Background: an optimization exercise with open tools, aiming at small area. Do not read the settings as production practice.
In this exercise RTL edits were held to simulation tests only and were not proved equivalent to the original.
Power is estimated from default activity; no workload was simulated.

// mos_core
module mos_core (
  input  wire        clk,
  input  wire        rst,         
  input  wire        cmd_valid,
  input  wire [1:0]  cmd_port,    
  input  wire [31:0] cmd_word,
  input  wire        tmr_clk_i,   
  output reg         res_valid,
  output wire [31:0] res_word,
  output wire        rb_ne_o,
  output wire        rb_nf_o,
  output wire        svc_pend_o,
  output wire        task_due_o
);
For scale: about 2,600 cells after synthesis, about 28,000 sq um of cells after synthesis.
export LEC_CHECK = 0
export CAP_MARGIN = 20
export CORE_MARGIN = 2
export CORE_UTILIZATION = 50
export CTS_CLUSTER_DIAMETER = 100
export CTS_CLUSTER_SIZE = 30
export SLEW_MARGIN = 20
create_clock -name core_clock -period 10.0 [get_ports {clk}]
standard.sh (not shown) runs the stock make flow with config.mk's settings and CLKGATE_MAP_FILE= SYNTH_SCRIPT=/design/flow/synth_recipe.tcl, a recipe that flattens the netlist after the stock synthesis.
==> flow/flow/run.sh <==
#!/bin/bash
# The standard layout (standard.sh) with three changes that keep the standard synthesis's
# registers as they are:
# - after the standard synthesis, the combinational cells of its netlist are mapped again by
#   ABC for area (flow/remap.py, flow/area.abc); every flip-flop and tie cell is kept as a
#   black box, so their instances, names and cell types do not change;
# - port buffers use sky130_fd_sc_hd__buf_1;
# - clock tree synthesis inserts no dummy loads.
set -euo pipefail
export BUFFER_PORTS_ARGS="-buffer_cell sky130_fd_sc_hd__buf_1"
export CTS_ARGS="-sink_clustering_enable -repair_clock_nets -sink_clustering_size 30 -sink_clustering_max_diameter 100 -dont_use_dummy_load"
YOSYS=${FLOW_HOME}/../tools/install/yosys/bin/yosys
LIB=${FLOW_HOME}/platforms/${FLOW_PLATFORM}/lib/sky130_fd_sc_hd__tt_025C_1v80.lib
RES=orfs/results/${FLOW_PLATFORM}/mos_core/base

bash standard.sh synth > standard_synth.log 2>&1
cp ${RES}/1_2_yosys.v std_1_2_yosys.v
python3 flow/remap.py ${LIB} std_1_2_yosys.v remap_1_2_yosys.v remap.ys remap_stubs.v flow/area.abc ${FLOW_TOP} > remap_py.log 2>&1
${YOSYS} -s remap.ys > remap_yosys.log 2>&1
cp remap_1_2_yosys.v ${RES}/1_2_yosys.v
bash standard.sh > standard_finish.log 2>&1
Other scripts of this flow, unchanged in this note and not shown: flow/flow/area.abc, flow/flow/remap.py
The baseline ran to the end with no violations.
Then changed:
--- a/flow/design.v
+++ b/flow/design.v
@@ -235,51 +235,18 @@
   wire [11:0] add_d  = cmd_word[23:12];
   wire        add_dz = (add_d == 12'd0);
   wire [11:0] add_pmx = (add_p == 12'd0) ? 12'd1 : add_p;     
   wire [11:0] add_x   = add_dz ? add_pmx : add_d;
   wire [11:0] add_w   = dec12(add_x);                       
   wire        add_w0  = (add_x == 12'd1);
   wire        add_inc = tick && add_w0;
   wire [11:0] add_s   = !tick ? add_x : add_w0 ? add_pmx : add_w;
   wire [7:0]  add_run = {6'd0, add_dz & add_inc, add_dz ^ add_inc};
-  function [11:0] dec12e(input [11:0] x, input en);      
-    integer n;
-    reg z;
-    begin
-      z = en;
-      for (n = 0; n < 12; n = n + 1) begin
-        dec12e[n] = x[n] ^ z;
-        z = z & !x[n];
-      end
-    end
-  endfunction
-  function [15:0] dec16e(input [15:0] x, input en);      
-    integer n;
-    reg z;
-    begin
-      z = en;
-      for (n = 0; n < 16; n = n + 1) begin
-        dec16e[n] = x[n] ^ z;
-        z = z & !x[n];
-      end
-    end
-  endfunction
-  function [3:0] inc4e(input [3:0] x, input en);         
-    integer n;
-    reg z;
-    begin
-      z = en;
-      for (n = 0; n < 4; n = n + 1) begin
-        inc4e[n] = x[n] ^ z;
-        z = z & x[n];
-      end
-    end
-  endfunction
   function [11:0] dec12(input [11:0] x);
     integer n;
     reg z;
     begin
       z = 1'b1;                      
       for (n = 0; n < 12; n = n + 1) begin
         dec12[n] = x[n] ^ z;
         z = z & !x[n];
       end
@@ -290,39 +257,38 @@
     reg z;
     begin
       z = 1'b1;
       for (n = 0; n < 16; n = n + 1) begin
         dec16[n] = x[n] ^ z;
         z = z & !x[n];
       end
     end
   endfunction
-  function [7:0] updn8(input [7:0] x, input dn, input en);
+  function [7:0] updn8(input [7:0] x, input dn);
     integer n;
     reg t;
     begin
-      t = en;
+      t = 1'b1;
       for (n = 0; n < 8; n = n + 1) begin
         updn8[n] = x[n] ^ t;
         t = t & (x[n] ^ dn);
       end
     end
   endfunction
   wire [3:0]       slot_add, slot_dnz, slot_inc, slot_dec;
   wire [3:0][11:0] slot_s;
   generate
     for (gi = 0; gi < 4; gi = gi + 1) begin : g_slot
       assign slot_add[gi] = sc_add_do && sc_fsel == gi;
       assign slot_dnz[gi] = (sch_delay[gi] != 12'd0);
       assign slot_inc[gi] = tick && sch_occ[gi] && !slot_dnz[gi];
       assign slot_dec[gi] = sc_next_do && sc_sel == gi;
-      assign slot_s[gi]   = slot_add[gi] ? add_s :
-                            (tick && sch_occ[gi] && !slot_dnz[gi]) ? sch_period[gi] : sch_delay[gi];
+      assign slot_s[gi]   = slot_add[gi] ? add_s : slot_dnz[gi] ? sch_delay[gi] : sch_period[gi];
     end
   endgenerate
   wire sv_rdp_bad = !svc_reg[ai] || d[7:3] != 5'd0 || d[2:0] >= svc_plen[ai];
   reg [3:0] rc;
   always @* begin
     rc = RC_ILLEGAL;
     if (rb_push)                   rc = rb_full ? RC_FULL : RC_OK;
     else if (rb_pop)               rc = rb_empty ? RC_EMPTY : RC_OK;
     else if (rb_len || fv_ok && (fv_rx || fv_tx || fv_xfer)) rc = RC_OK;
@@ -409,20 +375,20 @@
     res_valid <= cmd_valid && !rst;
     res_rc    <= rc;
     res_data  <= data;
   end
   always @(posedge clk) begin
     if (rst) begin
       rb_head <= 4'd0;
       rb_tail <= 4'd0;
     end else begin
-      rb_head <= inc4e(rb_head, rb_push_do);
-      rb_tail <= inc4e(rb_tail, rb_pop_do);
+      if (rb_push_do) rb_head <= rb_head + 4'd1;
+      if (rb_pop_do)  rb_tail <= rb_tail + 4'd1;
     end
     for (k = 0; k < 8; k = k + 1)
       if (rb_push && !rb_full && rb_head[2:0] == k) rb_mem[k] <= b;
   end
   always @(posedge clk) begin
     if (rst) begin
       svc_reg  <= 4'd0;
       svc_pend <= 4'd0;
       svc_ssp  <= 3'd0;
@@ -501,28 +467,30 @@
       for (k = 0; k < 4; k = k + 1) begin
         if (sc_add_do && sc_fsel == k) sch_occ[k] <= 1'b1;
         if (sc_del_do && a[1:0] == k)  sch_occ[k] <= 1'b0;
         if (sc_done_do && a[1:0] == k && sch_period[k] == 12'd0) sch_occ[k] <= 1'b0;
       end
     end
     for (k = 0; k < 4; k = k + 1) begin
       if (sc_add_do && sc_fsel == k)
         sch_period[k] <= add_p;
-      sch_delay[k] <= dec12e(slot_s[k], slot_add[k] ||
-                             (tick && sch_occ[k] && (slot_dnz[k] || sch_period[k] != 12'd0)));
-      sch_run[k]   <= slot_add[k] ? add_run :
-                      updn8(sch_run[k], slot_dec[k],
-                            slot_inc[k] ? (!slot_dec[k] && sch_run[k] != 8'd255) : slot_dec[k]);
+      if (slot_add[k] || (tick && sch_occ[k] && (slot_dnz[k] || sch_period[k] != 12'd0)))
+        sch_delay[k] <= dec12(slot_s[k]);
+      if (slot_add[k])
+        sch_run[k] <= add_run;
+      else if (slot_inc[k] ? (!slot_dec[k] && sch_run[k] != 8'd255) : slot_dec[k])
+        sch_run[k] <= updn8(sch_run[k], slot_dec[k]);
     end
   end
   always @(posedge clk) begin
     if (rst) begin
       tmr_en     <= 1'b0;
       tmr_reload <= 16'd0;
       tmr_count  <= 16'd0;
     end else begin
       tmr_en     <= en_c;
       if (cs_w31) tmr_reload <= d;
-      tmr_count <= tick ? reload_c : dec16e(count_c, tmr_ev);
+      if (tmr_ev) tmr_count <= tick ? reload_c : dec16(count_c);
+      else if (en_load) tmr_count <= tmr_reload;
     end
   end
 endmodule
The new run completed without violations.
Maximum frequency fell by 2.0%.
Wire length fell by 1.6%.
Non-clock buffer count fell by 2.
Die area rose by 2.2%.
Cell area rose by 2.1%.
Total power is about the same.
Cell count rose by 1.3%.
Core utilization is about the same.
Worst setup slack got worse by 180 ps.
First-iteration DRC count rose by 7.9%.
Flip-flop and latch count stays the same.
Hold slack improved by 14 ps.

[port drivers added, routing unchanged]
No port has a modelled driver above. Below, the same layouts with a new extraction and two added sets of constraints. Step 1 sets driving cells, clkbuf_16 on the clock port and buf_2 on the other inputs (assumed; they add their load-dependent delay and slew). Step 2, shift: input delay + t, output delay - t, t = (earliest + latest rising clock arrival at the registers) / 2. This alone moves slack from input paths to output paths. Three values: ideal, step 1, step 2; two values: the first two.
run	t, ns	slack for setup (ns)	worst register clock-pin slew, ns	pins driven straight from the clock port
the first run	0.671	1.359 / 1.399 / 0.728	0.12 / 0.12	1
the second run	0.662	1.182 / 1.223 / 0.561	0.11 / 0.11	1
After both steps setup and hold are still met in every run listed. For the first run, which loses most, drivers alone change the setup slack by +0.040 ns; drivers and shift together by -0.631 ns.
